From an optimization exercise on the open Yosys and OpenROAD flow, aimed at small area, a short achievable clock period and few clock cycles; shortcuts taken in it are not production practice. In this exercise RTL edits were held to simulation tests only and were not proved equivalent to the original. No activity file was given, so power comes from the tool's default toggle rates.

// vs_layout
module vs_layout (
    input  wire        clk,
    input  wire        rst,
    input  wire        start,
    input  wire [4:0]  fmt,
    input  wire [14:0] w,
    input  wire [14:0] h,
    output reg         done,
    output wire [3:0]  errcode,    
    output wire [1:0]  nplanes,
    output wire [31:0] total,
    output wire [14:0] p0_w, p1_w, p2_w,
    output wire [14:0] p0_h, p1_h, p2_h,
    output wire [16:0] p0_stride, p1_stride, p2_stride,
    output wire [31:0] p0_offset, p1_offset, p2_offset,
    output wire [31:0] p0_size, p1_size, p2_size,
    output wire [1:0]  p0_role, p1_role, p2_role
);
Size in the first run: ~3000 cells after synthesis, about 420 I/O pins, ~21000 um^2 of cells after synthesis.
Settings: LEC_CHECK=0, ABC_AREA=1, CAP_MARGIN=20, CORE_MARGIN=2, CORE_UTILIZATION=64, SETUP_SLACK_MARGIN=5, SLEW_MARGIN=20; clock period 14.0 ns.
standard.sh (not shown) runs the stock make flow with config.mk's settings and CLKGATE_MAP_FILE= SYNTH_SCRIPT=/design/flow/synth_recipe.tcl, a recipe that flattens the netlist after the stock synthesis.
==> flow/flow/run.sh <==
#!/bin/bash
# The standard layout, with the port buffers made of the plain buffer
# sky130_fd_sc_hd__buf_1 instead of ORFS's default choice (a delay cell),
# and timing repair aiming at a setup slack of 6.4 ns.
set -euo pipefail
cd "$(dirname "$0")/.."
export BUFFER_PORTS_ARGS="-buffer_cell sky130_fd_sc_hd__buf_1"
bash standard.sh SETUP_SLACK_MARGIN=6.4 finish > standard_flow.log 2>&1
Testbench counts at the start, summed over its fixed seeds: cycles 3,200.
Change:
==> flow/flow/run.sh (replaced) <==
#!/bin/bash
# The standard layout, with the port buffers made of the plain buffer
# sky130_fd_sc_hd__buf_1 instead of ORFS's default choice (a delay cell).
set -euo pipefail
cd "$(dirname "$0")/.."
export BUFFER_PORTS_ARGS="-buffer_cell sky130_fd_sc_hd__buf_1"
bash standard.sh > standard_flow.log 2>&1
ABC_AREA = default   (was 1)
CORE_UTILIZATION = 68   (was 64)
- worst setup slack loses 1300 ps
- total power went down by 13%
- maximum frequency went down by 15%
- clock power is about the same
- global-route usage went down by 1.4 points
- clock-buffer cell count went down by 1
- synthesized area went down by about 5%
- first-iteration DRC count went down by about 19%
Change:
CORE_UTILIZATION = 60   (was 68)
SETUP_SLACK_MARGIN = 3   (was 5)
Effect: Clock-buffer cell count does not change; die area climbs by 13%; sequential share of layout area barely changes; final area stays flat; worst setup slack loses 460 ps; utilization came out lower by 8.4 points; sequential power came out higher by about 1%; cell count came out higher by 1.9%; power came out lower by 0.91%.
Change:
==> flow/flow/run.sh (replaced) <==
#!/bin/bash
# The standard layout, with the port buffers made of the plain buffer
# sky130_fd_sc_hd__buf_1 instead of ORFS's default choice (a delay cell),
# and timing repair aiming at a setup slack of 6.4 ns.
set -euo pipefail
cd "$(dirname "$0")/.."
export BUFFER_PORTS_ARGS="-buffer_cell sky130_fd_sc_hd__buf_1"
bash standard.sh SETUP_SLACK_MARGIN=6.4 finish > standard_flow.log 2>&1
ABC_AREA = 1   (was default)
PLACE_DENSITY = 0.72   (was default)
SETUP_SLACK_MARGIN = 5   (was 3)
After rerunning: The new run ran to the end with no violations. Cell area grows by about 11%. Synthesized area grows by about 5.5%. Power grows by about 14%. Count of clock-buffer cells in the layout grows by 2. Wire length grows by 16%. Global-route usage grows by 2.4 points. Fmax grows by about 23%.
Change:
CTS_CLUSTER_DIAMETER = 120   (was default)
CTS_CLUSTER_SIZE = 40   (was default)
PLACE_DENSITY = default   (was 0.72)
The changed run finished clean; cell count decreases by 0.43%; setup slack degrades by 11 ps; sequential cell count does not change; critical path depth stays the same; total power is about the same; non-clock buffer count decreases by 16; hold slack degrades by 6.5 ps; global-route usage decreases by 0.14 points; via count decreases by 1.3%.
Change:
==> flow/flow/run.sh (replaced) <==
#!/bin/bash
# The standard layout, with the port buffers made of the plain buffer
# sky130_fd_sc_hd__buf_1 instead of ORFS's default choice (a delay cell).
set -euo pipefail
cd "$(dirname "$0")/.."
export BUFFER_PORTS_ARGS="-buffer_cell sky130_fd_sc_hd__buf_1"
bash standard.sh SETUP_SLACK_MARGIN=7 finish > standard_flow.log 2>&1
CTS_CLUSTER_DIAMETER = default   (was 120)
CTS_CLUSTER_SIZE = default   (was 40)
Outcome:
- global-route usage is higher by 2.0 points
- wire length is higher by 11%
- via count is higher by 6.5%
- clock power is higher by 5.1%
- cell area is higher by 13%
- utilization is higher by 8.5 points
- non-clock buffer count is higher by 135
- setup slack degrades by 27 ps

* * *

== run 1 ==
vs_layout again, from the RTL that the note above started with.
==> flow/design.v (excerpt) <==
module vs_layout (
    input  wire        clk,
    input  wire        rst,
    input  wire        start,
    input  wire [4:0]  fmt,
    input  wire [14:0] w,
    input  wire [14:0] h,
    output reg         done,
    output wire [3:0]  errcode,    
    output wire [1:0]  nplanes,
    output wire [31:0] total,
    output wire [14:0] p0_w, p1_w, p2_w,
    output wire [14:0] p0_h, p1_h, p2_h,
    output wire [16:0] p0_stride, p1_stride, p2_stride,
    output wire [31:0] p0_offset, p1_offset, p2_offset,
    output wire [31:0] p0_size, p1_size, p2_size,
    output wire [1:0]  p0_role, p1_role, p2_role
);
Settings: LEC_CHECK=0, ABC_AREA=1, CAP_MARGIN=20, CORE_MARGIN=2, CORE_UTILIZATION=60, SETUP_SLACK_MARGIN=5, SLEW_MARGIN=20; clock period 14.0 ns.
==> flow/flow/run.sh <==
#!/bin/bash
# The standard layout, with the port buffers made of the plain buffer
# sky130_fd_sc_hd__buf_1 instead of ORFS's default choice (a delay cell).
set -euo pipefail
cd "$(dirname "$0")/.."
export BUFFER_PORTS_ARGS="-buffer_cell sky130_fd_sc_hd__buf_1"
bash standard.sh SETUP_SLACK_MARGIN=6.4 finish > standard_flow.log 2>&1
Run 1 finished end to end and its layout was clean on timing, DRC and antenna.
Testbench counts of run 1, summed over its fixed seeds: cycles 3,200.
#### Input delta (run 2 over run 1)
Settings: a deleted ABC_AREA that had been 1.
diff --git a/flow/flow/run.sh b/flow/flow/run.sh
--- a/flow/flow/run.sh
+++ b/flow/flow/run.sh
@@ -5,3 +5,3 @@
 cd "$(dirname "$0")/.."
 export BUFFER_PORTS_ARGS="-buffer_cell sky130_fd_sc_hd__buf_1"
-bash standard.sh SETUP_SLACK_MARGIN=6.4 finish > standard_flow.log 2>&1
+bash standard.sh > standard_flow.log 2>&1
- Run 2: count of placed standard cells including taps lower than run 1
- Between run 1 and run 2, the fmax is lower for run 2.
- Run 2: transition time of the tightest slew-check pin is 0.40 ns higher than what run 1 reported.
- Delta (run 2 minus run 1): starting utilization of the core area was more or less identical, pin count of the biggest net entering global routing went up, sequential power increased by about 2% relative to the old numbers, post-route standard cell area excluding fillers -2000 µm².
diff inputs: run 2 => run 3
Settings: ABC_AREA newly set to 1.
==> flow/flow/run.sh <==
#!/bin/bash
# The standard layout, with the port buffers made of the plain buffer
# sky130_fd_sc_hd__buf_1 instead of ORFS's default choice (a delay cell),
# and timing repair aiming at a setup slack of 6.4 ns.
set -euo pipefail
cd "$(dirname "$0")/.."
export BUFFER_PORTS_ARGS="-buffer_cell sky130_fd_sc_hd__buf_1"
bash standard.sh SETUP_SLACK_MARGIN=6.4 finish > standard_flow.log 2>&1
### Flow results
- Run 2 finished every step from synthesis to the final layout, and the layout passed the timing, DRC and antenna checks.
- Run 3 | status: complete | timing, DRC, antenna: pass
- Summary of run 3 over run 2: met1 usage moved up; power grew by about 12%.
- When run 3 is measured against run 2, its post-route minimum period turns out 1.33 ns lower.
- When run 3 is measured against run 2, its final instance area turns out 2000 µm² higher.
- Of the two values seen for launch point of the worst path, qs[2]$_DFF_P_ was produced by run 2 and qc[13]$_DFF_P_ by run 3.
- Compared with run 2, run 3 shows a lower vias per cell.
- Compare run 2 and run 3 | area growth from synthesis to layout lower: run 2
- Run 3 improves on run 2 in setup slack at placement.
- Run 3 vs run 2: floorplan die area up
- Re number of global-route vias before repair: run 3 is 2,779 up on run 2.
- Going from run 2 to run 3, total standard cell area after synthesis now larger, final cell count increased about 23%.
Edits applied to the flow inputs when going from run 3 to run 4:
==> flow/flow/run.sh <==
#!/bin/bash
# The standard layout, with the port buffers made of the plain buffer
# sky130_fd_sc_hd__buf_1 instead of ORFS's default choice (a delay cell).
set -euo pipefail
cd "$(dirname "$0")/.."
export BUFFER_PORTS_ARGS="-buffer_cell sky130_fd_sc_hd__buf_1"
bash standard.sh > standard_flow.log 2>&1
==> notes.md <==
Relative to run 3, the number of fill cells measured on run 4 has increased by a few percent. | post-route minimum period | run 4 vs run 3 | worse |. Comparing met1 demand-to-capacity share in global routing for run 3 and run 4, the bigger number came from run 3. Relative to run 3, cell leakage power has decreased by about 2.6% in run 4. As of run 4, wire length had fallen by a few percent compared to run 3. Any difference in sequential power between run 4 and run 3 is small enough to ignore. Summary: design area, run 4 better than run 3. Run 4: full flow OK, the timing, DRC and antenna checks passed. Run 4 vs. run 3: maximum frequency went down by 12%; number of vias per cell shows a reduction of about 0.64%; total global routing track utilization shows a reduction of 0.45 points. Core utilization: run 4 lower than run 3.
> inputs changed (run 4 -> run 5)
diff --git a/flow/flow/run.sh b/flow/flow/run.sh
--- a/flow/flow/run.sh
+++ b/flow/flow/run.sh
@@ -5,3 +5,3 @@
 cd "$(dirname "$0")/.."
 export BUFFER_PORTS_ARGS="-buffer_cell sky130_fd_sc_hd__buf_1"
-bash standard.sh > standard_flow.log 2>&1
+bash standard.sh SETUP_SLACK_MARGIN=6 finish > standard_flow.log 2>&1
--- outcome ---
- From run 4 to run 5 the numbers moved as follows: non-clock buffer total of the final layout increased about 2.7%, hold slack increased 0.0033 ns, internal cell power increased 0.057 mW, met2 wire length increased 0.99%.
- Compared with run 4, run 5 supports a higher clock frequency.
- Between run 5 and run 4, the difference in sequential power is negligible.
- Run 5 vs. run 4: setup slack went up 0.63 ns, proportion of cell area occupied by registers held steady, buffers plus inverters on the worst setup path went up 2.

static timing again, ports no longer ideal:
No port has a modelled driver above. Below, the same layouts with a new extraction and two added sets of constraints. Step 1, drivers: a clkbuf_16 drives clk and a buf_2 each remaining input, both assumed. Step 2 moves the port delays by t, midway between the first and last clock arrival at a register: inputs arrive t later, outputs are due t later. That takes back most of the time a late clock gives input paths. Three values: ideal ports, drivers, drivers and shift; two values: the first two.
run | t (ns) | setup slack, ns | hold slack, ns | worst setup path after step 2 | clock arrival spread, ns
the first run of note 1 | 0.490 | 6.526 / 6.482 / 6.067 | 2.487 / 2.461 / 2.951 | input to register | 0.018 / 0.018
the second run of note 1 | 0.477 | 5.255 / 5.206 / 5.119 | 2.525 / 2.505 / 2.982 | input to register | 0.012 / 0.012
the third run of note 1 | 0.475 | 4.794 / 4.742 / 5.024 | 2.521 / 2.491 / 2.966 | input to register | 0.012 / 0.012
the fourth run of note 1 | 0.479 | 6.543 / 6.511 / 6.095 | 2.514 / 2.484 / 2.963 | input to register | 0.015 / 0.015
the fifth run of note 1 | 0.490 | 6.532 / 6.481 / 6.119 | 2.508 / 2.482 / 2.972 | input to register | 0.020 / 0.020
the sixth run of note 1 | 0.491 | 6.504 / 6.452 / 6.283 | 2.504 / 2.481 / 2.973 | input to register | 0.015 / 0.015
run 1 | 0.490 | 6.532 / 6.481 / 6.119 | 2.508 / 2.482 / 2.972 | input to register | 0.020 / 0.020
run 2 | 0.476 | 5.206 / 5.153 / 5.010 | 2.521 / 2.490 / 2.966 | input to register | 0.012 / 0.012
run 3 | 0.490 | 6.532 / 6.481 / 6.119 | 2.508 / 2.482 / 2.972 | input to register | 0.020 / 0.020
run 4 | 0.494 | 5.520 / 5.469 / 5.564 | 2.504 / 2.478 / 2.972 | input to register | 0.021 / 0.021
run 5 | 0.489 | 6.146 / 6.095 / 5.757 | 2.508 / 2.481 / 2.970 | input to register | 0.020 / 0.020
After both steps every run listed still meets setup and hold. The setup slack of the first run of note 1, which loses most, moves by -0.044 ns with the drivers and by -0.459 ns with both steps.
